Background: an optimization exercise with open tools, aiming at small area. Do not read the settings as production practice.
Only simulation tests tie the RTL to the original design; equivalence was not proved.
Power figures rest on the tool's default switching activity, not on a simulated workload. No driver is modelled on the clock port, so clocking that relies on it looks cheaper here than on a real chip.

==> flow/design.v <==
module image_thresholder (
    input  wire        clk,
    input  wire        rst,           
    input  wire        cmd_valid,
    output wire        cmd_ready,
    input  wire [31:0] cmd_data,
    input  wire [7:0]  rd_idx,
    output reg  [31:0] rd_data,
    output wire        out_valid,
    input  wire        out_ready,
    output reg  [7:0]  out_data,
    output wire        out_last
);
    localparam BUF_BYTES = 256;
    localparam NAME_MAX  = 16;
    localparam [2:0] S_IDLE  = 3'd0;
    localparam [2:0] S_LOAD  = 3'd1;
    localparam [2:0] S_EMIT  = 3'd2;
    localparam [2:0] S_DONE  = 3'd3;
    localparam [2:0] S_ERROR = 3'd4;
    localparam [3:0] ERR_DIM      = 4'd1;
    localparam [3:0] ERR_CAPACITY = 4'd2;
    localparam [3:0] ERR_OVERRUN  = 4'd3;
    localparam [3:0] ERR_UNDERRUN = 4'd4;
    localparam [3:0] ERR_SEQUENCE = 4'd5;
    localparam [3:0] ERR_OPCODE   = 4'd6;
    localparam [3:0] ERR_RESERVED = 4'd7;
    localparam [3:0] ERR_NAME     = 4'd8;
    localparam [7:0] OP_NOP    = 8'h00;
    localparam [7:0] OP_SETW   = 8'h01;
    localparam [7:0] OP_SETH   = 8'h02;
    localparam [7:0] OP_SETF   = 8'h03;
    localparam [7:0] OP_NCLR   = 8'h04;
    localparam [7:0] OP_NBYTE  = 8'h05;
    localparam [7:0] OP_START  = 8'h08;
    localparam [7:0] OP_PIXEL  = 8'h09;
    localparam [7:0] OP_THRESH = 8'h0A;
    localparam [7:0] OP_FINISH = 8'h0B;
    localparam [7:0] OP_ABORT  = 8'h0F;
    localparam [2:0] P_MARK = 3'd0;
    localparam [2:0] P_NAME = 3'd1;
    localparam [2:0] P_C1   = 3'd2;
    localparam [2:0] P_BL   = 3'd3;
    localparam [2:0] P_C2   = 3'd4;
    localparam [2:0] P_RS   = 3'd5;
    localparam [2:0] P_C3   = 3'd6;
    localparam [2:0] P_PAY  = 3'd7;
    localparam [10:0] LSTEP = 11'd1463;
    reg [2:0]  state;
    reg [3:0]  err;
    reg [23:0] width;
    reg [23:0] height;
    reg        flag_inv;
    reg        flag_lb;
    reg [4:0]  name_len;        
    reg [8:0]  row_stride;      
    reg [8:0]  byte_length;     
    reg [10:0] cur_x;           
    reg [8:0]  cur_y;           
    reg [8:0]  thresh_result;
    reg [9:0]  out_count;       
    reg [2047:0] ring;
    reg [127:0]  nring;
    reg [10:0] lpos;            
    reg [11:0] a;               
    reg [7:0]  ob;              
    reg [8:0]  e;               
    reg [2:0]  ph;              
    reg        ov;              
    reg        lf;              
    reg        pend;            
    reg        pad;             
    reg        npend;           
    reg        sbusy;           
    wire [7:0]  op    = cmd_data[31:24];
    wire [23:0] imm   = cmd_data[23:0];
    reg op_known;
    reg op_resv_bits;
    always @(*) begin
        op_known     = 1'b1;
        op_resv_bits = 1'b0;
        case (op)
            OP_NOP, OP_NCLR, OP_START, OP_FINISH, OP_ABORT: op_resv_bits = (imm != 24'd0);
            OP_SETF:                                        op_resv_bits = (imm[23:2] != 22'd0);
            OP_NBYTE:                                       op_resv_bits = (imm[23:8] != 16'd0);
            OP_SETW, OP_SETH, OP_PIXEL, OP_THRESH:          op_resv_bits = 1'b0;
            default:                                        op_known = 1'b0;
        endcase
    end
    wire st_cfg = (state == S_IDLE) || (state == S_DONE) || (state == S_ERROR);
    reg op_legal;
    always @(*) begin
        case (op)
            OP_NOP, OP_THRESH, OP_ABORT:                            op_legal = 1'b1;
            OP_SETW, OP_SETH, OP_SETF, OP_NCLR, OP_NBYTE, OP_START: op_legal = st_cfg;
            OP_PIXEL, OP_FINISH:                                    op_legal = (state == S_LOAD);
            default:                                                op_legal = 1'b0;
        endcase
    end
    wire [9:0] pix_sum   = {2'b00, imm[23:16]} + {2'b00, imm[15:8]} + {2'b00, imm[7:0]};
    wire [9:0] pix_gray  = pix_sum / 10'd3;
    wire       pix_light = (pix_sum >= 10'd381);
    wire        w_zero = (width == 24'd0);
    wire        h_zero = (height == 24'd0);
    wire        w_big  = (width > 24'd2048);
    wire        h_big  = (height > 24'd256);
    wire [8:0]  rs_c   = width[11:3] + {8'd0, |width[2:0]};
    reg         hbit;
    always @(*) begin
        case (e[3:0])
            4'd0:    hbit = height[8];
            4'd1:    hbit = height[7];
            4'd2:    hbit = height[6];
            4'd3:    hbit = height[5];
            4'd4:    hbit = height[4];
            4'd5:    hbit = height[3];
            4'd6:    hbit = height[2];
            4'd7:    hbit = height[1];
            default: hbit = height[0];
        endcase
    end
    wire [9:0]  acc_n  = {a[8:0], 1'b0} + (hbit ? {1'b0, rs_c} : 10'd0);
    wire        acc_ov = (acc_n > 10'd256);
    wire [11:0] x_inc  = {1'b0, cur_x} + 12'd1;
    wire        x_last = (x_inc == width[11:0]);
    wire        y_full = (cur_y == height[8:0]);    
    assign cmd_ready = !(pend || npend || sbusy) && (state != S_EMIT);
    wire   cmd_fire  = cmd_valid && cmd_ready;
    wire        at_tap  = (lpos == a[10:0]);
    wire [11:0] a_inc   = a + 12'd1;
    wire        wr_bit  = pend && at_tap;
    wire        nm_slot = (lpos[3:0] == name_len[3:0]);
    wire        wr_name = npend && nm_slot;
    always @(posedge clk) begin
        ring  <= {ring[2046:0], wr_bit ? ob[0] : ring[2047]};
        nring <= {nring[119:0], wr_name ? ob : nring[127:120]};
    end
    always @(posedge clk) begin
        if (rst) lpos <= 11'd0;
        else     lpos <= lpos + LSTEP;
    end
    wire [8:0] dv = ph[2] ? row_stride : byte_length;
    wire [1:0] dh = (dv >= 9'd200) ? 2'd2 : (dv >= 9'd100) ? 2'd1 : 2'd0;
    wire [6:0] dr = dv[6:0] - ((dh == 2'd2) ? 7'd72 : (dh == 2'd1) ? 7'd100 : 7'd0);  
    reg  [3:0] dt;
    always @(*) begin
        if      (dr >= 7'd90) dt = 4'd9;
        else if (dr >= 7'd80) dt = 4'd8;
        else if (dr >= 7'd70) dt = 4'd7;
        else if (dr >= 7'd60) dt = 4'd6;
        else if (dr >= 7'd50) dt = 4'd5;
        else if (dr >= 7'd40) dt = 4'd4;
        else if (dr >= 7'd30) dt = 4'd3;
        else if (dr >= 7'd20) dt = 4'd2;
        else if (dr >= 7'd10) dt = 4'd1;
        else                  dt = 4'd0;
    end
    wire [3:0] du = dr[3:0] - {dt[2:0], 1'b0} - {dt[0], 3'b000};   
    wire [3:0] dig = (e[1:0] == 2'd0) ? {2'b00, dh} : (e[1:0] == 2'd1) ? dt : du;
    wire [1:0] dfirst = (dv >= 9'd100) ? 2'd0 : (dv >= 9'd10) ? 2'd1 : 2'd2;
    wire [3:0] nib = ob[3:0];
    wire [7:0] hex = (nib < 4'd10) ? {4'h3, nib} : (8'h37 + {4'd0, nib});
    always @(*) begin
        case (ph)
            P_MARK:           out_data = e[1] ? 8'h47 : e[0] ? 8'h44 : 8'h7E;
            P_NAME:           out_data = ob;
            P_C1, P_C2, P_C3: out_data = 8'h2C;
            P_BL, P_RS:       out_data = {4'h3, dig};
            default:          out_data = lf ? 8'h0A : hex;
        endcase
    end
    wire pay_last = (ph == P_PAY) && !lf && !a[2] && (a[11:3] == byte_length);
    assign out_valid = (state == S_EMIT) && ov;
    assign out_last  = out_valid && pay_last;
    wire   out_fire  = out_valid && out_ready;
    always @(*) begin
        case (rd_idx)
            8'h00:   rd_data = {24'd0, err, 1'b0, state};
            8'h01:   rd_data = {8'd0, width};
            8'h02:   rd_data = {8'd0, height};
            8'h03:   rd_data = {30'd0, flag_lb, flag_inv};
            8'h04:   rd_data = {27'd0, name_len};
            8'h05:   rd_data = {23'd0, row_stride};
            8'h06:   rd_data = {23'd0, byte_length};
            8'h07:   rd_data = {21'd0, cur_x};
            8'h08:   rd_data = {23'd0, cur_y};
            8'h09:   rd_data = {23'd0, thresh_result};
            8'h0A:   rd_data = {22'd0, out_count};
            8'h0B:   rd_data = 32'd0;               
            8'h0C:   rd_data = BUF_BYTES;
            8'h0D:   rd_data = NAME_MAX;
            default: rd_data = 32'd0;
        endcase
    end
    always @(posedge clk) begin
        if (rst) begin
            state         <= S_IDLE;
            err           <= 4'd0;
            width         <= 24'd0;
            height        <= 24'd0;
            flag_inv      <= 1'b0;
            flag_lb       <= 1'b0;
            name_len      <= 5'd0;
            row_stride    <= 9'd0;
            byte_length   <= 9'd0;
            cur_x         <= 11'd0;
            cur_y         <= 9'd0;
            thresh_result <= 9'd0;
            out_count     <= 10'd0;
            pend          <= 1'b0;
            npend         <= 1'b0;
            sbusy         <= 1'b0;
        end else begin
            if (wr_bit) begin
                a <= a_inc;
                if (pad && (a_inc[2:0] != 3'd0))
                    ob[0] <= 1'b0;
                else
                    pend <= 1'b0;
            end
            if (wr_name)
                npend <= 1'b0;
            if (sbusy) begin
                if (acc_ov) begin
                    sbusy <= 1'b0;
                    state <= S_ERROR;
                    err   <= ERR_CAPACITY;
                end else if (e[3:0] == 4'd8) begin
                    sbusy       <= 1'b0;
                    state       <= S_LOAD;
                    err         <= 4'd0;
                    row_stride  <= rs_c;
                    byte_length <= acc_n[8:0];
                    cur_x       <= 11'd0;
                    cur_y       <= 9'd0;
                    out_count   <= 10'd0;
                    a           <= 12'd0;
                end else begin
                    a <= {2'b00, acc_n};
                    e <= e + 9'd1;
                end
            end
            if (state == S_EMIT) begin
                if (ov) begin
                    if (out_ready) begin
                        out_count <= out_count + 10'd1;
                        case (ph)
                            P_MARK: begin
                                if (e[1]) begin
                                    if (name_len == 5'd0) begin
                                        ph <= P_C1;
                                    end else begin
                                        ph <= P_NAME;
                                        e  <= 9'd1;
                                        ov <= 1'b0;
                                    end
                                end else begin
                                    e <= e + 9'd1;
                                end
                            end
                            P_NAME: begin
                                if (e[4:0] == name_len) begin
                                    ph <= P_C1;
                                end else begin
                                    e  <= e + 9'd1;
                                    ov <= 1'b0;
                                end
                            end
                            P_C1, P_C2: begin
                                ph <= ph + 3'd1;
                                e  <= {7'd0, dfirst};
                            end
                            P_BL, P_RS: begin
                                if (e[1]) ph <= ph + 3'd1;
                                else      e  <= e + 9'd1;
                            end
                            P_C3: begin
                                ph <= P_PAY;
                                a  <= 12'd0;
                                e  <= 9'd1;
                                lf <= flag_lb;
                                ov <= flag_lb;
                            end
                            default: begin
                                if (lf) begin
                                    lf <= 1'b0;
                                    ov <= 1'b0;
                                end else if (a[2]) begin
                                    ov <= 1'b0;
                                end else if (pay_last) begin
                                    state <= S_DONE;
                                end else if (e == row_stride) begin
                                    e  <= 9'd1;
                                    lf <= flag_lb;
                                    ov <= flag_lb;
                                end else begin
                                    e  <= e + 9'd1;
                                    ov <= 1'b0;
                                end
                            end
                        endcase
                    end
                end else if (ph == P_NAME) begin
                    if (lpos[3:0] == e[3:0]) begin
                        ob <= nring[127:120];
                        ov <= 1'b1;
                    end
                end else begin
                    if (at_tap) begin
                        ob <= {ob[6:0], ring[2047]};
                        a  <= a_inc;
                        if (a[1:0] == 2'd3)
                            ov <= 1'b1;
                    end
                end
            end
            if (cmd_fire) begin
                if (!op_known) begin
                    if (state != S_ERROR) begin state <= S_ERROR; err <= ERR_OPCODE; end
                end else if (op_resv_bits) begin
                    if (state != S_ERROR) begin state <= S_ERROR; err <= ERR_RESERVED; end
                end else if (!op_legal) begin
                    if (state != S_ERROR) begin state <= S_ERROR; err <= ERR_SEQUENCE; end
                end else begin
                    case (op)
                        OP_SETW: width  <= imm;
                        OP_SETH: height <= imm;
                        OP_SETF: begin
                            flag_inv <= imm[0];
                            flag_lb  <= imm[1];
                        end
                        OP_NCLR: name_len <= 5'd0;
                        OP_NBYTE: begin
                            if (name_len == NAME_MAX) begin
                                if (state != S_ERROR) begin state <= S_ERROR; err <= ERR_NAME; end
                            end else begin
                                name_len <= name_len + 5'd1;
                                ob       <= imm[7:0];
                                npend    <= 1'b1;
                            end
                        end
                        OP_START: begin
                            if (w_zero || h_zero) begin
                                state <= S_ERROR;
                                err   <= ERR_DIM;
                            end else if (w_big || h_big) begin
                                state <= S_ERROR;
                                err   <= ERR_CAPACITY;
                            end else begin
                                sbusy <= 1'b1;
                                a     <= 12'd0;
                                e     <= 9'd0;
                            end
                        end
                        OP_PIXEL: begin
                            if (y_full) begin
                                state <= S_ERROR;
                                err   <= ERR_OVERRUN;
                            end else begin
                                pend  <= 1'b1;
                                pad   <= x_last;
                                ob[0] <= pix_light ^ flag_inv;
                                if (x_last) begin
                                    cur_x <= 11'd0;
                                    cur_y <= cur_y + 9'd1;
                                end else begin
                                    cur_x <= x_inc[10:0];
                                end
                            end
                        end
                        OP_THRESH: thresh_result <= {pix_light, pix_gray[7:0]};
                        OP_FINISH: begin
                            if (!y_full) begin
                                state <= S_ERROR;
                                err   <= ERR_UNDERRUN;
                            end else begin
                                state     <= S_EMIT;
                                out_count <= 10'd0;
                                ph        <= P_MARK;
                                e         <= 9'd0;
                                ov        <= 1'b1;
                            end
                        end
                        OP_ABORT: begin
                            state <= S_IDLE;
                            err   <= 4'd0;
                        end
                        default: ;
                    endcase
                end
            end
        end
    end
endmodule
==> flow/run.sh <==
#!/bin/bash
# synth_recipe.tcl (not shown) runs the flow's synth.tcl, then flattens the netlist and writes it again
# the make line also repeats each setting of config.mk as NAME=value (left out here)
make -C /OpenROAD-flow-scripts/flow DESIGN_CONFIG=/design/flow/config.mk WORK_HOME=/design/flow/orfs CLKGATE_MAP_FILE= SYNTH_SCRIPT=/design/flow/synth_recipe.tcl finish
==> flow/config.mk <==
export PLATFORM = sky130hd
export DESIGN_NAME = image_thresholder
export DESIGN_NICKNAME = image_thresholder
export VERILOG_FILES = /design/flow/design.v
export SDC_FILE = /design/flow/constraint.sdc
export NUM_CORES = 4
export LEC_CHECK = 0
export CAP_MARGIN = 20
export CORE_MARGIN = 2
export CORE_UTILIZATION = 40
export SLEW_MARGIN = 20
==> flow/constraint.sdc <==
create_clock -name core_clock -period 12.0 [get_ports {clk}]
set_input_delay 2.4000 -clock core_clock [delete_from_list [all_inputs] [get_ports {clk}]]
set_output_delay 2.4000 -clock core_clock [all_outputs]
set_load 0.01 [all_outputs]
==> impl_metrics.env, run 1 <==
export IMPL_rsz0062_at_grt="no"
export IMPL_p_leak_nw=26.5
export IMPL_syn_area_per_cell_sq_um=14.4
export IMPL_synthToLayoutAreaGrowth_pct=18.5
export IMPL_min_path_type="flip-flop to flip-flop"
export IMPL_finalHoldViolCount=0
export IMPL_layout_cells_non_filler=6232
export IMPL_cts_buffer_depth=3
export IMPL_yosysWarnings=1
export IMPL_syn_area_sq_mm=0.0571
export IMPL_post_cts_buffers=0
export IMPL_cp_required_ns=9.60
export IMPL_antenna_found_initial=7
export IMPL_core_area_sq_mm=0.142
export IMPL_numPortBuffers=78
export IMPL_placed_area_sq_mm=0.0600
export IMPL_grt_use_total_pct=13.9
export IMPL_cts_buffers=209
export IMPL_drc_errors=0
export IMPL_period_share_pct=71.5
export IMPL_dpl_hpwl_mm=61.7
export IMPL_yosysSeqAreaShare_pct=82.8
export IMPL_ctsHoldBuffers=0
export IMPL_layout_drive_gt1_share_pct=10.4
export IMPL_holdWs_ns=0.285
export IMPL_die_x_um=382
export IMPL_startpoint="ph[2]"
export IMPL_grt_pass1_vias=27600
export IMPL_wl_per_cell_um=16.1
export IMPL_startpoint_type="flip-flop"
export IMPL_crit_path_end_kind="output pin"
export IMPL_r2r_start="e[1]"
export IMPL_cp_arrival_ns=6.18
export IMPL_drtAntennaViolNets=0
export IMPL_ys_flop_type="dfxtp_1"
export IMPL_ctsResizeCount=0
export IMPL_drt_pass1_iterations=5
export IMPL_grt_pass1_wl_mm=160
export IMPL_nets=4257
export IMPL_finalSetupViolCount=0
export IMPL_fp_dieH_um=382
export IMPL_start_util_pct=40.3
export IMPL_p_per_area_mw_per_mm2=227
export IMPL_grt_max_degree=76
export IMPL_cts_root_buffer="clkbuf_16"
export IMPL_tightest_slew_ns=1.09
export IMPL_maxSlewHeadroom_pct=27.0
export IMPL_globalplace_congestion=0.889
export IMPL_drv_slew=0
export IMPL_synth_edf_count=35
export IMPL_pre_cts_ws_ns=3.82
export IMPL_fin_util_pct=47.8
export IMPL_drv_cap=0
export IMPL_status="timing/DRC/antenna clean"
export IMPL_row_count=138
export IMPL_peakVddDrop_uv=145
export IMPL_ios=87
export IMPL_clock_latency_ns=0.81
export IMPL_place_inst=5839
export IMPL_clk_pin_slew_ns=0.07
export IMPL_worstPathMaxFanout=28
export IMPL_fin_crit_ns=8.58
export IMPL_cts_sinks=2344
export IMPL_dieArea_sq_mm=0.146
export IMPL_path_class="flip-flop to output pin"
export IMPL_vias=27800
export IMPL_drtIter0Drc=1836
export IMPL_design_area_sq_mm=0.0677
export IMPL_async_flop_share_pct=0
export IMPL_finClkSkew_ns=0.0553
export IMPL_viasPerCell=4.46
export IMPL_fin_ws_ns=3.42
export IMPL_fmax_ghz=0.117
export IMPL_cts_tree="built"
export IMPL_synthCells=3956
export IMPL_routed_wl_mm=100
export IMPL_total_power_mw=15.4
export IMPL_htree_levels=4
export IMPL_tns_ns=0
export IMPL_ys_seq_elements=2344
export IMPL_overflow=0
export IMPL_ys_types=91
export IMPL_min_delay_start="ring[1931]"
-- state kept, by name, summed over array words and instances (netlist names), 10 cells and up --
register / flops
out_count: 10
width: 24
a: 12
height: 24
lpos: 11
cur_x: 11
nring: 128
ring: 2048
-- cell usage in the layout (no fill, tap or decap), types with 41 or more instances in the layout --
cell type / instances
dfxtp_1: 2309
nor2_1: 224
clkbuf_16: 211
nand2_1: 178
a21oi_1: 144
o21ai_0: 89
clkdlybuf4s50_1: 77
xnor2_1: 65
mux2i_1: 63
inv_1: 60
nand3_1: 55
xor2_1: 54
clkbuf_8: 53
clkinv_2: 45
nor3_1: 41
ha_1: 41
-- path summary, 6_finish.rpt --
path | end | slack, ns | depth (start not counted)
min reg2reg | ring[1932] | 0.28 | 0
max reg2reg | e[1] | 5.38 | 21
min | ring[1932] | 0.28 | 0
max | out_data[1] | 3.42 | 21
-- where the power goes --
group          switching, mW  internal (mW)
Clock                   2.87           4.19
Sequential            0.0350           7.82
Combinational          0.283          0.187
-- critical path, stage by stage, from the launching register on --
cell and delay [ns]:
edfxtp_1 1.01, mux2i_1 0.38, o21ai_1 0.13, nand2_1 0.08, nor2_1 0.04, nor2_1 0.15, nor2_1 0.10, ha_1 0.22
fa_1 0.46, nand2_1 0.09, a21oi_1 0.08, or3_1 0.41, and2_1 0.25, a32o_1 0.30, a211oi_2 0.29, ha_1 0.28
nor2_1 0.08, a21oi_1 0.04, o21ai_0 0.18, nand2_1 0.07, a31oi_1 0.19, clkdlybuf4s50_1 0.58
-- final cells by class --
class | instances | area, sq um
fill | 12200 | 73900
sequential | 2344 | 47300
multi-input combinational | 1441 | 9190
clock buffer | 279 | 6070
tap | 1890 | 2360
clock inverter | 111 | 1600
timing repair buffer | 102 | 978
inverter | 63 | 236
antenna | 2 | 5.00
-- logic make-up (layout without fill, tap and decap cells) --
group	count (synthesis)	count (layout)	share of synthesized area, %
buffers and inverters	178	555	1.28
multiplexers	74	74	1.34
adder cells (fa/ha/maj)	54	54	1.32
AO/OA/AOI/OAI	480	480	5.56
AND/OR/NAND/NOR	706	706	5.91
XOR/XNOR	119	119	1.82
other	1	10	0.00656
flip-flops	2344	2344	82.8
-- synth_stat cells (44+ instances only) --
cell type     n  area share (%)
a21oi_1     144             1.3
nor3_1       44            0.39
nand2_1     178             1.2
xnor2_1      65             1.0
dfxtp_1    2309              81
o21ai_0      89            0.78
xor2_1       54            0.83
clkbuf_1     84            0.55
nand3_1      55            0.48
mux2i_1      63             1.1
inv_1        60            0.39
nor2_1      225             1.5
-- per-layer routing --
metal	global-route usage (%)	vias up	wire (um)
met5	0	-	39
li1	-	13600	-
met4	5.50	6	2970
met1	20.9	13200	51600
met2	18.7	761	38900
met3	3.83	219	6650
==> inputs of run 2 (changes only) <==
--- a/flow/config.mk
+++ b/flow/config.mk
@@ -8,4 +8,6 @@
 export CAP_MARGIN = 20
 export CORE_MARGIN = 2
 export CORE_UTILIZATION = 40
+export CTS_CLUSTER_DIAMETER = 100
+export CTS_CLUSTER_SIZE = 30
 export SLEW_MARGIN = 20
==> impl_metrics.env, run 2 <==
export IMPL_syn_area_per_cell_sq_um=14.4
export IMPL_clk_pin_slew_ns=0.12
export IMPL_synth_fa_ha_area_share_pct=1.32
export IMPL_post_cts_buffers=0
export IMPL_crit_path_end="out_data[1]"
export IMPL_top_register="ring"
export IMPL_synthCells=3956
export IMPL_placed_area_sq_mm=0.0600
export IMPL_cts_buffer_depth=3
export IMPL_startpoint_type="flip-flop"
export IMPL_routed_wl_mm=97.5
export IMPL_grt_max_degree=76
export IMPL_layout_top_registers="ring: 2048 flops, nring: 128 flops"
export IMPL_yosysSeqAreaShare_pct=82.8
export IMPL_synth_area_mux_share_pct=1.34
export IMPL_maxSlewHeadroom_pct=26.7
export IMPL_wl_per_cell_um=16.4
export IMPL_finalSetupViolCount=0
export IMPL_pwr_share_seq_pct=65.5
export IMPL_worst_path_buf_inv=1
export IMPL_yosysWarnings=1
export IMPL_ctsResizeCount=0
export IMPL_synth_most_common_cell="dfxtp_1"
export IMPL_cts_sinks=2344
export IMPL_period_share_pct=71.0
export IMPL_ctsHoldBuffers=0
export IMPL_die_x_um=382
export IMPL_cp_slowest_cell="edfxtp_1"
export IMPL_tns_ns=0
export IMPL_clock_latency_ns=0.72
export IMPL_synthToLayoutAreaGrowth_pct=9.60
export IMPL_start_util_pct=40.3
export IMPL_holdWs_ns=0.318
export IMPL_grt_pass1_vias=26200
export IMPL_cp_required_ns=9.60
export IMPL_cts_tree="built"
export IMPL_fillers=12600
export IMPL_peakVddDrop_uv=113
export IMPL_core_area_sq_mm=0.142
export IMPL_p_leak_nw=24.0
export IMPL_layout_commonest_cell="dfxtp_1"
export IMPL_dieArea_sq_mm=0.146
export IMPL_ys_flop_type="dfxtp_1"
export IMPL_ios=87
export IMPL_ys_seq_elements=2344
export IMPL_synth_compound_area_share_pct=5.56
export IMPL_drv_cap=0
export IMPL_design_area_sq_mm=0.0626
export IMPL_clockPowerShare_pct=30.5
export IMPL_drtAntennaViolNets=0
export IMPL_synth_top_area_share_pct=80.9
export IMPL_reg2reg_depth=21
export IMPL_p_switching_mw=2.54
export IMPL_cts_root_buffer="clkbuf_16"
export IMPL_startpoint="ph[2]"
export IMPL_drv_slew=0
export IMPL_comb_power_share_pct=3.9
export IMPL_overflow=0
export IMPL_synth_xor_area_share_pct=1.82
export IMPL_tightest_slew_ns=1.09
export IMPL_min_path_type="flip-flop to flip-flop"
export IMPL_yosysTopAreaCell="dfxtp_1"
export IMPL_globalplace_congestion=0.889
export IMPL_drt_pass1_iterations=6
export IMPL_cp_num_cells=21
export IMPL_largest_register_ffs=2048
export IMPL_crit_chain="mux2i_1 -> o21ai_1 -> nand2_1 -> nor2_1 -> nor2_1 -> nor2_1 -> ha_1 -> fa_1 -> nand2_1 -> a21oi_1 -> or3_1 -> and2_1 -> a32o_1 -> a211oi_2 -> ha_1 -> nor2_1 -> a21oi_1 -> o21ai_0 -> nand2_1 -> a31oi_1 -> clkdlybuf4s50_1"
export IMPL_crit_path_end_kind="output pin"
export IMPL_switching_share_pct=21.2
export IMPL_row_count=138
export IMPL_fmax_ghz=0.117
export IMPL_finClkSkew_ns=0.0370
export IMPL_drc_errors=0
export IMPL_path_delay_family="simple AND/OR/NAND/NOR gates"
export IMPL_syn_area_sq_mm=0.0571
export IMPL_vias=26800
export IMPL_viasPerCell=4.50
export IMPL_grt_use_total_pct=13.4
export IMPL_htree_levels=3
export IMPL_rsz0062_at_grt="no"
export IMPL_synth_top_family_by_area="simple AND/OR/NAND/NOR gates"
export IMPL_cp_common_cell="nor2_1"
export IMPL_drtIter0Drc=1877
export IMPL_seq_area_sq_mm=0.0473
export IMPL_status="timing/DRC/antenna clean"
export IMPL_r2r_start="e[1]"
export IMPL_r2r_setup_slack_ns=5.35
export IMPL_fp_dieH_um=382
export IMPL_synth_simple_area_share_pct=5.91
export IMPL_numPortBuffers=78
export IMPL_cts_buffers=91
export IMPL_synth_edf_count=35
export IMPL_synth_area_leaders="dfxtp_1 (81%), edfxtp_1 (1.8%), nor2_1 (1.5%), a21oi_1 (1.3%), nand2_1 (1.2%)"
export IMPL_dpl_hpwl_mm=61.7
export IMPL_antenna_found_initial=6
export IMPL_path_class="flip-flop to output pin"
export IMPL_final_cell_mix="dfxtp_1 (2309), nor2_1 (224), nand2_1 (178)"
export IMPL_ys_types=91
export IMPL_cp_arrival_ns=6.12
export IMPL_layout_drive_gt1_share_pct=4.46
export IMPL_nets=4139
export IMPL_async_flop_share_pct=0
export IMPL_grt_pass1_wl_mm=155
export IMPL_worstPathMaxFanout=28
export IMPL_p_int_mw=9.43
export IMPL_cpPeakStageDelay_ns=1.02
export IMPL_fin_crit_ns=8.52
export IMPL_p_per_area_mw_per_mm2=191
export IMPL_multiInputGateArea_sq_mm=0.00919
export IMPL_finalHoldViolCount=0
export IMPL_ys_top_cells_by_count="dfxtp_1 (2309), nor2_1 (225), nand2_1 (178)"
export IMPL_rr_endpoint="e[1]"
[run 2: cell counts after synthesis]
No cell type changed its count.
[run 2: worst min-delay path by stage]
stage | startpoint | endpoint | slack [ns] | depth (start not counted)
finish | ring[1998] | ring[1999] | 0.32 | 0
CTS | ring[1998] | ring[1999] | 0.32 | 0
floorplan | nring[92] | nring[100] | 0.31 | 0
detailed placement | nring[119] | nring[127] | 0.31 | 0
global placement | ring[2045] | ring[2046] | 0.31 | 0
global route | ring[1073] | ring[1074] | 0.32 | 0
[run 2: power by group through the flow]
| stage | registers, mW | clock network, mW | logic (mW) |
|---|---|---|---|
| 6_report | 7.85 | 3.65 | 0.471 |
| 5_1_grt | 7.86 | 4.08 | 0.523 |
| 4_1_cts | 7.85 | 3.81 | 0.464 |
| 3_5_place_dp | 8.03 | 0 | 0.462 |
| 3_3_place_gp | 8.03 | 0 | 0.459 |
| 2_1_floorplan | 8.01 | 0 | 0.358 |
[run 2: stage by stage]
step           utilization (%)  setup WS (ns)  cells  power [mW]
2_1_floorplan                -           5.27   3963        8.36
3_5_place_dp              42.4           3.82   5839        8.49
3_3_place_gp              42.4           3.97   5839        8.48
4_1_cts                   44.2           3.32   5949        12.1
6_report                  44.2           3.48   5952        12.0
5_1_grt                   44.2           2.92   5950        12.5
[run 2: kinds of logic (layout without fill, tap and decap cells)]
group / count (synthesis) / after routing
xor+xnor: 119 / 119
buf+inv: 178 / 275
other cells: 1 / 10
mux: 74 / 74
flops: 2344 / 2344
fa+ha+maj: 54 / 54
compound gates: 480 / 480
simple gates: 706 / 706
[run 2: metal layers]
metal  global-route usage [%]  share of wire [%]  up-vias
met5                        0              0.026        -
met4                     4.38                3.0        4
met3                     2.95                5.7      178
met2                     18.3                 38      618
met1                     20.7                 53    12800
li1                         -                  -    13200
[run 2: layout make-up]
| class | instances | share of cell area (%) |
|---|---|---|
| Clock inverter | 14 | 0.388 |
| Clock buffer | 96 | 3.70 |
| Tap cell | 1890 | 3.78 |
| Sequential cell | 2344 | 75.5 |
| Timing Repair Buffer | 102 | 1.56 |
| Multi-Input combinational cell | 1441 | 14.7 |
| Antenna cell | 2 | 0.00799 |
| Inverter | 63 | 0.378 |
==> inputs of run 3 (changes only) <==
--- a/flow/config.mk
+++ b/flow/config.mk
@@ -7,7 +7,7 @@
 export LEC_CHECK = 0
 export CAP_MARGIN = 20
 export CORE_MARGIN = 2
-export CORE_UTILIZATION = 40
+export CORE_UTILIZATION = 65
 export CTS_CLUSTER_DIAMETER = 100
 export CTS_CLUSTER_SIZE = 30
 export SLEW_MARGIN = 20
==> impl_metrics.env, run 3 <==
export IMPL_status="timing/DRC/antenna clean"
export IMPL_vias=28700
export IMPL_cp_required_ns=9.60
export IMPL_min_delay_start="ring[353]"
export IMPL_start_util_pct=65.7
export IMPL_clock_latency_ns=0.71
export IMPL_htree_levels=3
export IMPL_period_share_pct=75.3
export IMPL_synthToLayoutAreaGrowth_pct=7.83
export IMPL_tightest_slew_ns=1.18
export IMPL_place_inst=5098
export IMPL_ctsHoldBuffers=0
export IMPL_cts_sinks=2344
export IMPL_numPortBuffers=78
export IMPL_cts_buffer_depth=3
export IMPL_worstPathMaxFanout=28
export IMPL_syn_area_per_cell_sq_um=14.4
export IMPL_largest_register_ffs=2048
export IMPL_synthCells=3956
export IMPL_startpoint_type="flip-flop"
export IMPL_grt_max_degree=69
export IMPL_viasPerCell=5.51
export IMPL_cts_buffers=90
export IMPL_dieArea_sq_mm=0.0903
export IMPL_yosysTopAreaCell="dfxtp_1"
export IMPL_drv_slew=0
export IMPL_yosysWarnings=1
export IMPL_fp_dieH_um=300
export IMPL_p_leak_nw=23.9
export IMPL_synth_edf_count=35
export IMPL_nets=4131
export IMPL_ys_flop_type="dfxtp_1"
export IMPL_cp_arrival_ns=6.63
export IMPL_seq_area_sq_mm=0.0473
export IMPL_dpl_hpwl_mm=73.6
export IMPL_post_cts_buffers=0
export IMPL_cts_root_buffer="clkbuf_16"
export IMPL_final_cell_mix="dfxtp_1 (2309), nor2_1 (225), nand2_1 (178)"
export IMPL_overflow=0
export IMPL_ys_top_cells_by_count="dfxtp_1 (2309), nor2_1 (225), nand2_1 (178)"
export IMPL_finalSetupViolCount=0
export IMPL_fin_ws_ns=2.97
export IMPL_fillers=5056
export IMPL_die_x_um=300
export IMPL_drc_errors=0
export IMPL_maxSlewHeadroom_pct=21.0
export IMPL_ctsResizeCount=0
export IMPL_row_count=108
export IMPL_crit_path_end_kind="output pin"
export IMPL_layout_drive_gt1_share_pct=4.22
export IMPL_grt_pass1_vias=29800
export IMPL_drtIter0Drc=2968
export IMPL_layout_cells_non_filler=5211
export IMPL_rsz0062_at_grt="no"
export IMPL_drtAntennaViolNets=0
export IMPL_whs_endpoint="ring[354]"
export IMPL_yosysSeqAreaShare_pct=82.8
export IMPL_ys_seq_elements=2344
export IMPL_finClkSkew_ns=0.0380
export IMPL_clk_pin_slew_ns=0.11
export IMPL_fin_crit_ns=9.03
export IMPL_tns_ns=0
export IMPL_wl_per_cell_um=24.2
export IMPL_grt_pass1_wl_mm=192
export IMPL_total_power_mw=12.1
export IMPL_synth_area_leaders="dfxtp_1 (81%), edfxtp_1 (1.8%), nor2_1 (1.5%), a21oi_1 (1.3%), nand2_1 (1.2%)"
export IMPL_finalHoldViolCount=0
export IMPL_p_per_area_mw_per_mm2=196
export IMPL_async_flop_share_pct=0
export IMPL_pre_cts_ws_ns=3.87
export IMPL_routed_wl_mm=126
export IMPL_reg2reg_depth=23
export IMPL_layout_commonest_cell="dfxtp_1"
export IMPL_core_area_sq_mm=0.0869
export IMPL_synth_top_area_share_pct=80.9
export IMPL_min_delay_path_depth=0
export IMPL_synth_most_common_cell="dfxtp_1"
export IMPL_ys_types=91
export IMPL_antenna_found_initial=2
export IMPL_drv_cap=0
export IMPL_ios=87
export IMPL_grt_use_total_pct=28.3
export IMPL_path_class="flip-flop to output pin"
export IMPL_r2r_start="e[1]"
export IMPL_fmax_ghz=0.111
export IMPL_drt_pass1_iterations=6
export IMPL_peakVddDrop_uv=179
export IMPL_min_path_type="flip-flop to flip-flop"
export IMPL_cts_tree="built"
export IMPL_layout_top_registers="ring: 2048 flops, nring: 128 flops"
export IMPL_multiInputGateArea_sq_mm=0.00916
export IMPL_rr_endpoint="e[1]"
export IMPL_syn_area_sq_mm=0.0571
export IMPL_r2r_setup_slack_ns=5.03
export IMPL_top_register="ring"
export IMPL_globalplace_congestion=0.893
-- run 3: cell types whose count changed in the layout (fill, tap and decap cells not counted), moves of 2 or more --
cell and delta:
buf_4 -6, clkbuf_1 +2, clkbuf_16 -2, clkinv_16 +2, inv_16 -2, nor4_1 +2
nor4_2 -2
-- run 3: cells by family (layout without fill, tap and decap cells) --
kind of cell / Yosys count / in the layout / synth area share [%]
and+or+nand+nor: 706 / 706 / 5.91
other: 1 / 9 / 0.00656
adders and majority gates: 54 / 54 / 1.32
muxes: 74 / 74 / 1.34
AOI/OAI and AO/OA: 480 / 480 / 5.56
buffers and inverters: 178 / 270 / 1.28
DFF: 2344 / 2344 / 82.8
xor gates and xnor gates: 119 / 119 / 1.82
-- run 3: layout make-up --
cell class	instances	area share, %
clock buffers	97	3.72
multi-input cells	1441	14.9
clock inverters	15	0.457
inverters	63	0.384
diodes	1	0.00406
well taps	1155	2.35
repair buffers	95	1.47
flip-flops and latches	2344	76.7
-- run 3: worst max path at each step --
stage | start | end | slack, ns | depth (start not counted)
after floorplan | ph[2] | out_data[1] | 5.27 | 21
after detailed placement | ph[2] | out_data[1] | 3.87 | 21
after global placement | cmd_data[9] | thresh_result[0] | 4.12 | 22
after CTS | ph[2] | out_data[1] | 3.03 | 21
after global routing | ph[2] | out_data[1] | 2.63 | 21
final | ph[2] | out_data[1] | 2.97 | 21
-- run 3: layer usage --
layer,global-route usage [%],up-vias,share of wire (%),wire length (um)
met5,0,-,0,0
met4,9.69,0,3.6,4480
met3,3.46,326,5.3,6730
met2,48.6,1246,50,63000
met1,37.3,14000,41,52000
li1,-,13200,-,-
-- run 3: power breakdown --
group          switching, mW  total, mW  leakage, nW  internal [mW]
clock network           2.32       3.74         1.24           1.42
registers             0.0380       7.85         18.9           7.81
logic                  0.295      0.482         3.77          0.187
-- run 3: worst max-delay path, stage by stage, from the launching register on --
cell,delay [ns]
edfxtp_1,1.04
mux2i_1,0.40
o21ai_1,0.15
nand2_1,0.09
nor2_1,0.04
nor2_1,0.15
nor2_1,0.11
ha_1,0.23
fa_1,0.47
nand2_1,0.09
a21oi_1,0.09
or3_1,0.42
and2_1,0.27
a32o_1,0.31
a211oi_2,0.31
ha_1,0.30
nor2_1,0.09
a21oi_1,0.05
o21ai_0,0.23
nand2_1,0.09
a31oi_1,0.37
clkdlybuf4s50_1,0.61
-- run 3: per-stage QoR --
step | hold WS (ns) | area, sq um | util, %
floorplan | 0.310 | 57100 | -
finish | 0.319 | 61600 | 70.9
global route | 0.304 | 61600 | 70.9
detailed placement | 0.312 | 59000 | 67.9
global placement | 0.312 | 59000 | 67.9
CTS | 0.298 | 61600 | 70.9
==> inputs of run 4 (changes only) <==
--- a/flow/config.mk
+++ b/flow/config.mk
@@ -8,6 +8,6 @@
 export CAP_MARGIN = 20
 export CORE_MARGIN = 2
 export CORE_UTILIZATION = 65
-export CTS_CLUSTER_DIAMETER = 100
-export CTS_CLUSTER_SIZE = 30
+export CTS_CLUSTER_DIAMETER = 60
+export CTS_CLUSTER_SIZE = 34
 export SLEW_MARGIN = 20
==> impl_metrics.env, run 4 <==
export IMPL_cts_root_buffer="clkbuf_16"
export IMPL_p_per_area_mw_per_mm2=204
export IMPL_ios=87
export IMPL_r2r_start="e[1]"
export IMPL_ys_flop_type="dfxtp_1"
export IMPL_holdWs_ns=0.269
export IMPL_startpoint_type="flip-flop"
export IMPL_numPortBuffers=78
export IMPL_synth_most_common_cell="dfxtp_1"
export IMPL_ctsResizeCount=0
export IMPL_syn_area_sq_mm=0.0571
export IMPL_cts_buffer_depth=3
export IMPL_wl_per_cell_um=24.2
export IMPL_fin_crit_ns=9.07
export IMPL_yosysSeqAreaShare_pct=82.8
export IMPL_die_x_um=300
export IMPL_cts_sinks=2344
export IMPL_cp_arrival_ns=6.67
export IMPL_fin_util_pct=72.1
export IMPL_r2r_setup_slack_ns=5.18
export IMPL_synth_edf_count=35
export IMPL_ys_types=91
export IMPL_min_delay_path_depth=0
export IMPL_ys_seq_elements=2344
export IMPL_finalHoldViolCount=0
export IMPL_synthToLayoutAreaGrowth_pct=9.72
export IMPL_largest_register_ffs=2048
export IMPL_overflow=0
export IMPL_fin_ws_ns=2.93
export IMPL_synth_area_leaders="dfxtp_1 (81%), edfxtp_1 (1.8%), nor2_1 (1.5%), a21oi_1 (1.3%), nand2_1 (1.2%)"
export IMPL_diodes=0
export IMPL_cp_slowest_cell="edfxtp_1"
export IMPL_peakVddDrop_uv=203
export IMPL_period_share_pct=75.6
export IMPL_rsz0062_at_grt="no"
export IMPL_min_path_type="flip-flop to flip-flop"
export IMPL_drt_pass1_iterations=6
export IMPL_post_cts_buffers=0
export IMPL_finClkSkew_ns=0.0716
export IMPL_vias=28900
export IMPL_worstPathMaxFanout=28
export IMPL_yosysWarnings=1
export IMPL_async_flop_share_pct=0
export IMPL_tns_ns=0
export IMPL_layout_drive_gt1_share_pct=5.75
export IMPL_ctsHoldBuffers=0
export IMPL_top_register="ring"
export IMPL_core_area_sq_mm=0.0869
export IMPL_dpl_hpwl_mm=73.6
export IMPL_status="timing/DRC/antenna clean"
export IMPL_crit_chain="mux2i_1 -> o21ai_1 -> nand2_1 -> nor2_1 -> nor2_1 -> nor2_1 -> ha_1 -> fa_1 -> nand2_1 -> a21oi_1 -> or3_1 -> and2_1 -> a32o_1 -> a211oi_2 -> ha_1 -> nor2_1 -> a21oi_1 -> o21ai_0 -> nand2_1 -> a31oi_1 -> clkdlybuf4s50_1"
export IMPL_pre_cts_ws_ns=3.87
export IMPL_fp_dieH_um=300
export IMPL_cts_tree="built"
export IMPL_dieArea_sq_mm=0.0903
export IMPL_globalplace_congestion=0.893
export IMPL_reg2reg_depth=23
export IMPL_viasPerCell=5.48
export IMPL_layout_top_registers="ring: 2048 flops, nring: 128 flops"
export IMPL_drc_errors=0
export IMPL_grt_pass1_vias=30100
export IMPL_start_util_pct=65.7
export IMPL_htree_levels=3
export IMPL_tightest_slew_ns=1.21
export IMPL_routed_wl_mm=128
export IMPL_yosysTopAreaCell="dfxtp_1"
export IMPL_cp_required_ns=9.60
export IMPL_grt_pass1_wl_mm=195
export IMPL_drtAntennaViolNets=0
export IMPL_crit_path_end_kind="output pin"
export IMPL_synthCells=3956
export IMPL_drv_cap=0
export IMPL_fmax_ghz=0.110
export IMPL_clock_latency_ns=0.75
export IMPL_synth_top_area_share_pct=80.9
export IMPL_drv_slew=0
export IMPL_cp_common_cell="nor2_1"
export IMPL_row_count=108
export IMPL_p_leak_nw=24.4
export IMPL_drtIter0Drc=3210
export IMPL_grt_use_total_pct=28.7
export IMPL_clk_pin_slew_ns=0.12
export IMPL_startpoint="ph[2]"
export IMPL_layout_commonest_cell="dfxtp_1"
export IMPL_path_class="flip-flop to output pin"
export IMPL_min_delay_start="ring[0]"
export IMPL_nets=4143
export IMPL_maxSlewHeadroom_pct=19.1
export IMPL_cpPeakStageDelay_ns=1.09
export IMPL_final_cell_mix="dfxtp_1 (2309), nor2_1 (225), nand2_1 (178)"
export IMPL_total_power_mw=12.8
export IMPL_antenna_found_initial=0
export IMPL_finalSetupViolCount=0
export IMPL_grt_max_degree=69
export IMPL_cts_buffers=102
export IMPL_ys_top_cells_by_count="dfxtp_1 (2309), nor2_1 (225), nand2_1 (178)"
export IMPL_syn_area_per_cell_sq_um=14.4
==> run 4: changes by cell type in the layout (fill, tap and decap cells not counted), sizes merged <==
cell      before  now
bufinv         0    4
clkbuf        97  117
clkinv        12   28
clkinvlp       0    3
diode          1    0
inv           66   88
==> run 4: final cells by class <==
type	instances	area [sq um]
clock inverter	60	931
inverter	63	236
timing repair buffer	95	906
fill	4880	24200
clock buffer	117	2710
tap	1155	1450
sequential	2344	47300
multi-input combinational	1441	9170
==> run 4: report_power, final <==
group          internal [mW]  switching [mW]  total [mW]
Clock                   1.85            2.61        4.46
Combinational          0.187           0.298       0.485
Sequential              7.81          0.0380        7.85
==> run 4: worst max-delay path, delay by kind of cell (launching register included) <==
family	cells	cell delay, ns
buffers and inverters	1	0.61
flip-flops	1	1.09
AO/OA/AOI/OAI	7	1.48
multiplexers	1	0.41
adder cells (fa/ha/maj)	3	1.01
AND/OR/NAND/NOR	9	1.34
==> run 4: layer usage <==
metal | track usage (%) | vias up | share of wire, %
met5 | 0 | - | 0
met4 | 11.2 | 0 | 4.3
met3 | 4.09 | 360 | 5.6
met2 | 48.2 | 1232 | 49
met1 | 37.9 | 14000 | 41
li1 | - | 13300 | -
==> run 4: logic make-up after synthesis <==
kind of cell	Yosys count	synth area share, %
DFF	2344	82.8
and+or+nand+nor	706	5.91
AOI/OAI and AO/OA	480	5.56
buffers and inverters	178	1.28
xor gates and xnor gates	119	1.82
muxes	74	1.34
adders and majority gates	54	1.32
other	1	0.00656
==> run 4: final timing paths <==
check                                    to
worst min-delay path                ring[1]
worst max-delay path            out_data[1]
worst max register to register         e[1]
worst min register to register      ring[1]
==> run 4: stage by stage <==
stage          std cells  instance area (sq um)
4_1_cts             5275                  62700
2_1_floorplan       3963                  57100
5_1_grt             5275                  62700
3_3_place_gp        5098                  59000
6_report            5275                  62700
3_5_place_dp        5098                  59000
==> inputs of run 5 (changes only) <==
--- a/flow/config.mk
+++ b/flow/config.mk
@@ -7,7 +7,7 @@
 export LEC_CHECK = 0
 export CAP_MARGIN = 20
 export CORE_MARGIN = 2
-export CORE_UTILIZATION = 65
-export CTS_CLUSTER_DIAMETER = 60
-export CTS_CLUSTER_SIZE = 34
+export CORE_UTILIZATION = 40
+export CTS_CLUSTER_DIAMETER = 80
+export CTS_CLUSTER_SIZE = 26
 export SLEW_MARGIN = 20
==> impl_metrics.env, run 5 <==
export IMPL_status="timing/DRC/antenna clean"
export IMPL_comb_power_share_pct=3.8
export IMPL_synthToLayoutAreaGrowth_pct=10.5
export IMPL_path_class="flip-flop to output pin"
export IMPL_cts_buffer_depth=3
export IMPL_rsz0062_at_grt="no"
export IMPL_period_share_pct=71.5
export IMPL_nets=4155
export IMPL_min_delay_start="ring[1838]"
export IMPL_tns_ns=0
export IMPL_design_area_sq_mm=0.0631
export IMPL_worstPathMaxFanout=28
export IMPL_clock_latency_ns=0.73
export IMPL_min_delay_path_depth=0
export IMPL_pwr_share_seq_pct=63.7
export IMPL_dieArea_sq_mm=0.146
export IMPL_maxSlewHeadroom_pct=25.2
export IMPL_p_switching_mw=2.65
export IMPL_grt_max_degree=76
export IMPL_cp_required_ns=9.60
export IMPL_synth_top_area_share_pct=80.9
export IMPL_yosysTopAreaCell="dfxtp_1"
export IMPL_antenna_found_initial=7
export IMPL_worst_path_buf_inv=1
export IMPL_drv_slew=0
export IMPL_ctsHoldBuffers=0
export IMPL_drtAntennaViolNets=0
export IMPL_clockPowerShare_pct=32.5
export IMPL_syn_area_sq_mm=0.0571
export IMPL_syn_area_per_cell_sq_um=14.4
export IMPL_globalplace_congestion=0.889
export IMPL_layout_drive_gt1_share_pct=4.97
export IMPL_htree_levels=3
export IMPL_drc_errors=0
export IMPL_cp_common_cell="nor2_1"
export IMPL_cpPeakStageDelay_ns=1.03
export IMPL_start_util_pct=40.3
export IMPL_core_area_sq_mm=0.142
export IMPL_whs_endpoint="ring[1839]"
export IMPL_routed_wl_mm=97.8
export IMPL_cts_tree="built"
export IMPL_placed_area_sq_mm=0.0600
export IMPL_peakVddDrop_uv=149
export IMPL_cts_sinks=2344
export IMPL_min_path_type="flip-flop to flip-flop"
export IMPL_drtIter0Drc=1932
export IMPL_crit_path_end_kind="output pin"
export IMPL_finalHoldViolCount=0
export IMPL_drv_cap=0
export IMPL_cts_root_buffer="clkbuf_16"
export IMPL_synth_most_common_cell="dfxtp_1"
export IMPL_async_flop_share_pct=0
export IMPL_crit_chain="mux2i_1 -> o21ai_1 -> nand2_1 -> nor2_1 -> nor2_1 -> nor2_1 -> ha_1 -> fa_1 -> nand2_1 -> a21oi_1 -> or3_1 -> and2_1 -> a32o_1 -> a211oi_2 -> a21oi_1 -> nor2_1 -> a21oi_1 -> o21ai_0 -> clkdlybuf4s50_1"
export IMPL_switching_share_pct=21.5
export IMPL_p_leak_nw=24.2
export IMPL_die_x_um=382
export IMPL_grt_pass1_vias=26300
export IMPL_r2r_start="e[1]"
export IMPL_synthCells=3956
export IMPL_viasPerCell=4.50
export IMPL_ios=87
export IMPL_vias=26900
export IMPL_overflow=0
export IMPL_cp_slowest_cell="edfxtp_1"
export IMPL_fin_crit_ns=8.58
export IMPL_grt_pass1_wl_mm=155
export IMPL_yosysSeqAreaShare_pct=82.8
export IMPL_dpl_hpwl_mm=61.7
export IMPL_synth_area_leaders="dfxtp_1 (81%), edfxtp_1 (1.8%), nor2_1 (1.5%), a21oi_1 (1.3%), nand2_1 (1.2%)"
export IMPL_cts_buffers=107
export IMPL_top_register="ring"
export IMPL_r2r_setup_slack_ns=5.32
export IMPL_p_int_mw=9.67
export IMPL_ctsResizeCount=0
export IMPL_p_per_area_mw_per_mm2=195
export IMPL_rr_endpoint="e[1]"
export IMPL_synth_edf_count=35
export IMPL_tightest_slew_ns=1.12
export IMPL_layout_top_registers="ring: 2048 flops, nring: 128 flops"
export IMPL_grt_use_total_pct=13.4
export IMPL_drt_pass1_iterations=5
export IMPL_post_cts_buffers=0
export IMPL_ys_seq_elements=2344
export IMPL_clk_pin_slew_ns=0.09
export IMPL_wl_per_cell_um=16.3
export IMPL_finalSetupViolCount=0
export IMPL_layout_commonest_cell="dfxtp_1"
export IMPL_reg2reg_depth=21
export IMPL_ys_top_cells_by_count="dfxtp_1 (2309), nor2_1 (225), nand2_1 (178)"
export IMPL_yosysWarnings=1
export IMPL_ys_types=91
export IMPL_fp_dieH_um=382
export IMPL_cp_arrival_ns=6.18
export IMPL_finClkSkew_ns=0.0420
export IMPL_largest_register_ffs=2048
export IMPL_final_cell_mix="dfxtp_1 (2309), nor2_1 (224), nand2_1 (178)"
export IMPL_fmax_ghz=0.116
export IMPL_startpoint_type="flip-flop"
export IMPL_numPortBuffers=78
export IMPL_path_delay_family="compound AO/OA/AOI/OAI gates"
export IMPL_ys_flop_type="dfxtp_1"
export IMPL_row_count=138
==> run 5: cell counts after synthesis <==
No cell type changed its count.
==> run 5: logic make-up (layout without fill, tap and decap cells) <==
family | after synthesis | after routing | synth area share [%]
muxes | 74 | 74 | 1.34
and+or+nand+nor | 706 | 706 | 5.91
buffers and inverters | 178 | 302 | 1.28
adders and majority gates | 54 | 54 | 1.32
xor gates and xnor gates | 119 | 119 | 1.82
other | 1 | 11 | 0.00656
DFF | 2344 | 2344 | 82.8
AOI/OAI and AO/OA | 480 | 480 | 5.56
==> run 5: metal layers <==
metal  wire, um  vias up  GRT usage [%]
met5         24        -              0
met1      51000    12800           20.7
met2      37700      695           18.3
met3       6070      177           3.02
li1           -    13300              -
met4       3020        4           4.52
==> run 5: cell type report <==
cell class | instances | area (sq um)
sequential | 2344 | 47300
tap | 1890 | 2360
multi-input combinational | 1441 | 9190
inverter | 63 | 236
antenna | 3 | 7.51
clock inverter | 21 | 375
timing repair buffer | 102 | 978
clock buffer | 116 | 2710
fill | 12600 | 78400
==> run 5: metrics by stage <==
step / utilization [%] / hold slack [ns] / cells / setup slack (ns) / power [mW]
2_1_floorplan: - / 0.310 / 3963 / 5.27 / 8.36
3_3_place_gp: 42.4 / 0.310 / 5839 / 3.97 / 8.48
3_5_place_dp: 42.4 / 0.312 / 5839 / 3.82 / 8.49
4_1_cts: 44.6 / 0.296 / 5976 / 3.28 / 12.5
5_1_grt: 44.6 / 0.314 / 5977 / 2.88 / 12.8
6_report: 44.6 / 0.305 / 5980 / 3.42 / 12.3
==> run 5: power groups by stage <==
| stage | combinational (mW) | sequential, mW | clock [mW] |
|---|---|---|---|
| after CTS | 0.465 | 7.85 | 4.17 |
| after detailed placement | 0.462 | 8.03 | 0 |
| after global routing | 0.523 | 7.85 | 4.45 |
| after floorplan | 0.358 | 8.01 | 0 |
| after global placement | 0.459 | 8.03 | 0 |
| final | 0.471 | 7.85 | 4.01 |
==> run 5: how the worst max path moves through the flow <==
stage	start	endpoint	slack, ns	cells after the start
after floorplan	ph[2]	out_data[1]	5.27	21
after global placement	cmd_data[1]	thresh_result[0]	3.97	22
after detailed placement	cmd_data[1]	thresh_result[0]	3.82	22
after CTS	ph[2]	out_data[0]	3.28	19
after global routing	ph[2]	out_data[1]	2.88	21
final	ph[2]	out_data[0]	3.42	19
==> run 5: worst reg2reg max path: cells and delay by family, from the launching register on <==
kind                       cells  cell delay (ns)
AOI/OAI and AO/OA              9             1.82
xor gates and xnor gates       1             0.17
adders and majority gates      2             0.81
buffers and inverters          3             0.85
DFF                            1             0.85
and+or+nand+nor                6             1.92
==> inputs of run 6 (changes only) <==
==> flow/flow/run.sh (new file) <==
#!/bin/bash
# Layout flow: the standard ORFS flow, with two changes to how the clock
# tree and port buffers are built (everything else, including synthesis, is
# the standard flow):
#  - CTS clusters up to 30 flip-flops per leaf buffer and inserts no dummy
#    loads;
#  - ports are buffered with the smallest buffer (buf_1) instead of the one
#    buffer_ports picks by default.
set -euo pipefail
cd "$(dirname "$0")/.."
export CTS_ARGS="-sink_clustering_enable -repair_clock_nets -sink_clustering_size 30 -sink_clustering_max_diameter 100 -dont_use_dummy_load"
export BUFFER_PORTS_ARGS="-buffer_cell sky130_fd_sc_hd__buf_1"
bash standard.sh > flow_standard.log 2>&1
==> flow/standard.sh (new file) <==
#!/bin/bash
# synth_recipe.tcl (not shown) runs the flow's synth.tcl, then flattens the netlist and writes it again
# the make line also repeats each setting of config.mk as NAME=value (left out here)
make -C /OpenROAD-flow-scripts/flow DESIGN_CONFIG=/design/flow/config.mk WORK_HOME=/design/flow/orfs CLKGATE_MAP_FILE= SYNTH_SCRIPT=/design/flow/synth_recipe.tcl "${@:-finish}"
--- a/flow/config.mk
+++ b/flow/config.mk
@@ -8,6 +8,4 @@
 export CAP_MARGIN = 20
 export CORE_MARGIN = 2
 export CORE_UTILIZATION = 40
-export CTS_CLUSTER_DIAMETER = 80
-export CTS_CLUSTER_SIZE = 26
 export SLEW_MARGIN = 20
removed: flow/run.sh
==> impl_metrics.env, run 6 <==
export IMPL_dpl_hpwl_mm=60.6
export IMPL_final_cell_mix="dfxtp_1 (2309), nor2_1 (224), nand2_1 (178)"
export IMPL_cp_slowest_cell="edfxtp_1"
export IMPL_path_class="flip-flop to output pin"
export IMPL_globalplace_congestion=0.900
export IMPL_p_leak_nw=23.6
export IMPL_ys_types=91
export IMPL_die_x_um=382
export IMPL_drtIter0Drc=1951
export IMPL_synth_compound_area_share_pct=5.56
export IMPL_fmax_ghz=0.125
export IMPL_row_count=138
export IMPL_ios=87
export IMPL_cp_required_ns=9.60
export IMPL_synth_simple_area_share_pct=5.91
export IMPL_synth_most_common_cell="dfxtp_1"
export IMPL_holdWs_ns=0.284
export IMPL_ys_seq_elements=2344
export IMPL_grt_pass1_vias=25600
export IMPL_drc_errors=0
export IMPL_p_int_mw=9.35
export IMPL_ys_flop_type="dfxtp_1"
export IMPL_largest_register_ffs=2048
export IMPL_fin_util_pct=43.6
export IMPL_grt_max_degree=88
export IMPL_tightest_slew_ns=1.13
export IMPL_place_inst=5837
export IMPL_nets=4136
export IMPL_cts_root_buffer="clkbuf_16"
export IMPL_yosysWarnings=1
export IMPL_p_switching_mw=2.41
export IMPL_viasPerCell=4.50
export IMPL_antenna_found_initial=10
export IMPL_rsz0062_at_grt="no"
export IMPL_top_register="ring"
export IMPL_cts_tree="built"
export IMPL_cp_arrival_ns=5.57
export IMPL_synthCells=3956
export IMPL_crit_path_end_kind="output pin"
export IMPL_grt_use_total_pct=13.1
export IMPL_cpPeakStageDelay_ns=0.99
export IMPL_yosysTopAreaCell="dfxtp_1"
export IMPL_synth_fa_ha_area_share_pct=1.32
export IMPL_ctsHoldBuffers=0
export IMPL_comb_power_share_pct=3.9
export IMPL_wl_per_cell_um=16.1
export IMPL_fin_ws_ns=4.03
export IMPL_p_per_area_mw_per_mm2=190
export IMPL_cp_common_cell="nor2_1"
export IMPL_switching_share_pct=20.5
export IMPL_tns_ns=0
export IMPL_layout_drive_gt1_share_pct=3.99
export IMPL_synth_area_mux_share_pct=1.34
export IMPL_peakVddDrop_uv=125
export IMPL_drv_cap=0
export IMPL_crit_chain="mux2i_1 -> o21ai_1 -> nand2_1 -> nor2_1 -> nor2_1 -> nor2_1 -> ha_1 -> fa_1 -> nand2_1 -> a21oi_1 -> or3_1 -> and2_1 -> a32o_1 -> a211oi_2 -> ha_1 -> nor2_1 -> a21oi_1 -> o21ai_0 -> nand2_1 -> a31oi_1 -> buf_1"
export IMPL_drtAntennaViolNets=0
export IMPL_layout_cells_non_filler=5929
export IMPL_synthToLayoutAreaGrowth_pct=8.16
export IMPL_status="timing/DRC/antenna clean"
export IMPL_layout_commonest_cell="dfxtp_1"
export IMPL_period_share_pct=66.4
export IMPL_synth_area_leaders="dfxtp_1 (81%), edfxtp_1 (1.8%), nor2_1 (1.5%), a21oi_1 (1.3%), nand2_1 (1.2%)"
export IMPL_layout_top_registers="ring: 2048 flops, nring: 128 flops"
export IMPL_placed_area_sq_mm=0.0595
export IMPL_post_cts_buffers=0
export IMPL_pwr_share_seq_pct=66.7
export IMPL_drv_slew=0
export IMPL_ys_top_cells_by_count="dfxtp_1 (2309), nor2_1 (225), nand2_1 (178)"
export IMPL_synth_top_area_share_pct=80.9
export IMPL_synth_edf_count=35
export IMPL_synth_top_family_by_area="simple AND/OR/NAND/NOR gates"
export IMPL_ctsResizeCount=0
export IMPL_grt_pass1_wl_mm=151
export IMPL_synth_xor_area_share_pct=1.82
export IMPL_design_area_sq_mm=0.0618
export IMPL_clock_latency_ns=0.67
export IMPL_numPortBuffers=78
export IMPL_start_util_pct=40.3
export IMPL_clockPowerShare_pct=29.4
export IMPL_worstPathMaxFanout=28
export IMPL_fin_crit_ns=7.97
export IMPL_cts_sinks=2344
export IMPL_syn_area_per_cell_sq_um=14.4
export IMPL_drt_pass1_iterations=6
export IMPL_core_area_sq_mm=0.142
export IMPL_min_path_type="flip-flop to flip-flop"
export IMPL_cts_buffer_depth=3
export IMPL_maxSlewHeadroom_pct=23.9
export IMPL_yosysSeqAreaShare_pct=82.8
export IMPL_fp_dieH_um=382
export IMPL_async_flop_share_pct=0
export IMPL_vias=26700
export IMPL_startpoint_type="flip-flop"
export IMPL_finClkSkew_ns=0.0700
export IMPL_dieArea_sq_mm=0.146
export IMPL_finalSetupViolCount=0
export IMPL_syn_area_sq_mm=0.0571
export IMPL_overflow=0
export IMPL_clk_pin_slew_ns=0.10
export IMPL_pre_cts_ws_ns=4.19
export IMPL_total_power_mw=11.8
export IMPL_routed_wl_mm=95.5
export IMPL_finalHoldViolCount=0
export IMPL_cts_buffers=91
export IMPL_htree_levels=3
run 6: cell counts after synthesis:
Identical to the previous run, type by type.
run 6: worst max-delay path, delay by kind of cell (launching register included):
kind,cells,cell delay [ns]
AO/OA/AOI/OAI,7,1.18
flip-flops,1,0.99
AND/OR/NAND/NOR,9,1.25
multiplexers,1,0.37
buffers and inverters,1,0.20
adder cells (fa/ha/maj),3,0.93
run 6: final timing paths:
check | startpoint | to | cells after the start | slack, ns
worst min-delay path | ring[2012] | ring[2013] | 0 | 0.28
worst min register to register | ring[2012] | ring[2013] | 0 | 0.28
worst max register to register | e[1] | e[1] | 21 | 5.52
worst max-delay path | ph[2] | out_data[1] | 21 | 4.03
run 6: final cells by class:
class | count | area, sq um
antenna | 1 | 2.50
clock buffer | 91 | 2280
fill | 12700 | 79800
inverter | 63 | 236
multi-input combinational | 1441 | 9180
sequential | 2344 | 47300
tap | 1890 | 2360
timing repair buffer | 99 | 454
run 6: kinds of logic after synthesis:
kind of cell	after synthesis
buffers and inverters	178
muxes	74
DFF	2344
other	1
adders and majority gates	54
xor gates and xnor gates	119
and+or+nand+nor	706
AOI/OAI and AO/OA	480
run 6: power by group through the flow:
stage | clock network [mW] | registers [mW] | logic (mW)
2_1_floorplan | 0 | 8.01 | 0.358
3_3_place_gp | 0 | 8.03 | 0.451
3_5_place_dp | 0 | 8.03 | 0.448
4_1_cts | 3.63 | 7.85 | 0.451
5_1_grt | 3.91 | 7.85 | 0.503
6_report | 3.46 | 7.85 | 0.454
run 6: per-layer routing:
metal / GRT usage, % / share of wire (%) / vias up
li1: - / - / 13200
met1: 20.5 / 53 / 12700
met2: 17.8 / 39 / 619
met3: 2.61 / 5.5 / 166
met4: 4.15 / 3.1 / 4
met5: 0 / 0.024 / -
==> inputs of run 7 (changes only) <==
==> flow/flow/run.sh (replaced) <==
#!/bin/bash
# Layout flow: the standard ORFS flow (standard.sh) with these changes:
#  - synthesis: the standard flow's own synthesis script, except that ABC maps the
#    combinational logic with an area-oriented script (flow/abc_deep.script)
#    and adders are left to ABC instead of being mapped to fa/ha cells first.
#    Registers are mapped before ABC, so they are the standard synthesis's.
#  - CTS clusters up to 32 flip-flops per leaf buffer and inserts no dummy
#    loads;
#  - ports are buffered with the smallest buffer (buf_1).
# The full output of the flow goes to flow_standard.log in the work folder.
set -euo pipefail
cd "$(dirname "$0")/.."
WORK=$PWD
export FLOW_ABC_SCRIPT=$WORK/flow/abc_deep.script
export FLOW_SYNTH_TCL=$WORK/synth_recipe.tcl
export CTS_ARGS="-sink_clustering_enable -repair_clock_nets -sink_clustering_size 32 -sink_clustering_max_diameter 100 -dont_use_dummy_load"
export BUFFER_PORTS_ARGS="-buffer_cell sky130_fd_sc_hd__buf_1"
bash standard.sh SYNTH_SCRIPT=$WORK/flow/synth_area.tcl ADDER_MAP_FILE= finish > flow_standard.log 2>&1
==> flow/flow/abc_deep.script (new file) <==
strash
&get -n
&deepsyn -T 60
&dch -f
&nf -R 1000
&put
topo
dnsize
==> flow/flow/synth_area.tcl (new file) <==
# The standard flow's synthesis script (synth_recipe.tcl, in the work folder) with one change:
# the combinational logic is mapped by ABC with an area-oriented script
# (abc_deep.script beside this file) instead of ORFS's default one. Registers
# are mapped before ABC runs, so they are the standard synthesis's.
set ::area_abc_script $::env(FLOW_ABC_SCRIPT)
proc abc {args} {
  set i [lsearch -exact $args -script]
  if {$i >= 0} { set args [lreplace $args $i [expr {$i + 1}] -script $::area_abc_script] }
  yosys abc {*}$args
}
source $::env(FLOW_SYNTH_TCL)
==> impl_metrics.env, run 7 <==
export IMPL_routed_wl_mm=80.7
export IMPL_synth_fa_ha_area_share_pct=0.167
export IMPL_fmax_ghz=0.113
export IMPL_grt_pass1_vias=22600
export IMPL_cp_arrival_ns=6.44
export IMPL_yosysWarnings=1
export IMPL_cts_root_buffer="clkbuf_16"
export IMPL_synth_area_leaders="dfxtp_1 (86%), edfxtp_1 (2.0%), nand2_1 (1.1%), a22o_1 (1.0%), xnor2_1 (1.0%)"
export IMPL_ys_top_cells_by_count="dfxtp_1 (2309), nand2_1 (154), nor2_1 (126)"
export IMPL_maxSlewHeadroom_pct=29.8
export IMPL_synth_top_area_share_pct=85.8
export IMPL_fin_util_pct=43.9
export IMPL_wl_per_cell_um=15.0
export IMPL_antenna_found_initial=1
export IMPL_p_switching_mw=2.24
export IMPL_pwr_share_seq_pct=68.8
export IMPL_tns_ns=0
export IMPL_comb_power_share_pct=1.9
export IMPL_path_class="flip-flop to output pin"
export IMPL_top_register="ring"
export IMPL_ys_flop_type="dfxtp_1"
export IMPL_status="timing/DRC/antenna clean"
export IMPL_p_leak_nw=22.5
export IMPL_synth_top_family_by_area="compound AO/OA/AOI/OAI gates"
export IMPL_ys_seq_elements=2344
export IMPL_tightest_slew_ns=1.05
export IMPL_globalplace_congestion=0.913
export IMPL_dpl_hpwl_mm=49.4
export IMPL_startpoint_type="flip-flop"
export IMPL_row_count=134
export IMPL_synth_edf_count=35
export IMPL_holdWs_ns=0.290
export IMPL_layout_drive_gt1_share_pct=3.08
export IMPL_finClkSkew_ns=0.0485
export IMPL_grt_max_degree=40
export IMPL_cts_buffers=84
export IMPL_fillers=11900
export IMPL_layout_commonest_cell="dfxtp_1"
export IMPL_dieArea_sq_mm=0.138
export IMPL_ios=87
export IMPL_die_x_um=371
export IMPL_synth_xor_area_share_pct=1.67
export IMPL_cts_buffer_depth=3
export IMPL_p_per_area_mw_per_mm2=194
export IMPL_fp_dieH_um=371
export IMPL_async_flop_share_pct=0
export IMPL_period_share_pct=73.7
export IMPL_grt_use_total_pct=11.7
export IMPL_nets=3650
export IMPL_synth_simple_area_share_pct=4.47
export IMPL_fin_crit_ns=8.84
export IMPL_core_area_sq_mm=0.133
export IMPL_clk_pin_slew_ns=0.11
export IMPL_drtAntennaViolNets=0
export IMPL_syn_area_per_cell_sq_um=15.7
export IMPL_clockPowerShare_pct=29.3
export IMPL_synth_most_common_cell="dfxtp_1"
export IMPL_p_int_mw=9.16
export IMPL_synth_area_mux_share_pct=0.546
export IMPL_synthToLayoutAreaGrowth_pct=8.84
export IMPL_grt_pass1_wl_mm=128
export IMPL_largest_register_ffs=2048
export IMPL_drv_cap=0
export IMPL_layout_top_registers="ring: 2048 flops, nring: 128 flops"
export IMPL_htree_levels=3
export IMPL_post_cts_buffers=0
export IMPL_ys_types=62
export IMPL_numPortBuffers=78
export IMPL_switching_share_pct=19.6
export IMPL_cts_sinks=2344
export IMPL_min_path_type="flip-flop to flip-flop"
run 7: changes by cell type in the layout (fill, tap and decap cells not counted), sizes merged, moves of 40 or more:
cell | previous run | this run
nor2 | 227 | 126
a21oi | 146 | 63
inv | 61 | 0
mux2i | 63 | 17
clkinv | 2 | 45
ha | 41 | 0
a22o | 23 | 63
run 7: worst reg2reg max path, stage by stage, from the launching register on:
cell and delay (ns):
edfxtp_1 0.65, clkinv_1 0.31, nor2_1 0.46, a222oi_1 0.16
and3_1 0.22, a311oi_1 0.23, a21oi_1 0.21, a21oi_1 0.26
o21ai_0 0.16, o21a_1 0.23, maj3_1 0.38, maj3_1 0.38
maj3_1 0.38, maj3_1 0.37, nand2_1 0.09, clkinv_1 0.11
or3_1 0.38, nor2b_1 0.14, o41ai_1 0.86, and2_0 0.47
nand2_1 0.18, nand2_1 0.53, nor2_1 0.29, clkinv_1 0.19
mux2i_1 0.09
run 7: metrics by stage:
stage	power [mW]	area [sq um]	cells	setup slack [ns]
global placement	8.23	56500	5288	4.01
detailed placement	8.23	56500	5288	3.89
finish	11.4	58600	5372	3.16
CTS	11.5	58600	5372	3.17
global route	11.8	58600	5372	2.32
floorplan	8.16	53900	3429	4.76
run 7: kinds of logic (layout without fill, tap and decap cells):
family                   after synthesis  in the layout
other                                  1              8
AO/OA/AOI/OAI                        379            379
adder cells (fa/ha/maj)                9              9
XOR/XNOR                             101            101
AND/OR/NAND/NOR                      507            507
buffers and inverters                 53            228
flip-flops                          2344           2344
multiplexers                          28             28
run 7: power groups by stage:
stage                     sequential [mW]  clock [mW]  combinational [mW]
after global routing                 7.85        3.74               0.240
after floorplan                      8.01           0               0.149
after CTS                            7.84        3.49               0.217
after detailed placement             8.02           0               0.215
after global placement               8.02           0               0.210
final                                7.84        3.34               0.219
run 7: path summary, 6_finish.rpt:
| kind | startpoint | endpoint | slack [ns] | cells after the start |
|---|---|---|---|---|
| worst max-delay path | ph[2] | out_data[2] | 3.16 | 27 |
| worst min-delay path | ring[578] | ring[579] | 0.29 | 0 |
| worst max register to register | e[0] | cur_x[0] | 4.16 | 24 |
| worst min register to register | ring[578] | ring[579] | 0.29 | 0 |
run 7: routing by layer:
layer | wire, um | GRT usage [%]
met5 | 12 | 0
met1 | 41500 | 17.5
met3 | 3780 | 2.22
met2 | 32400 | 16.8
met4 | 3020 | 4.43
run 7: area by class of cell:
cell class	instances	area (sq um)	area share (%)
well taps	1768	2210	3.77
flip-flops and latches	2344	47300	80.7
multi-input cells	1032	6400	10.9
repair buffers	99	450	0.769
inverters	45	169	0.288
clock buffers	84	2100	3.59
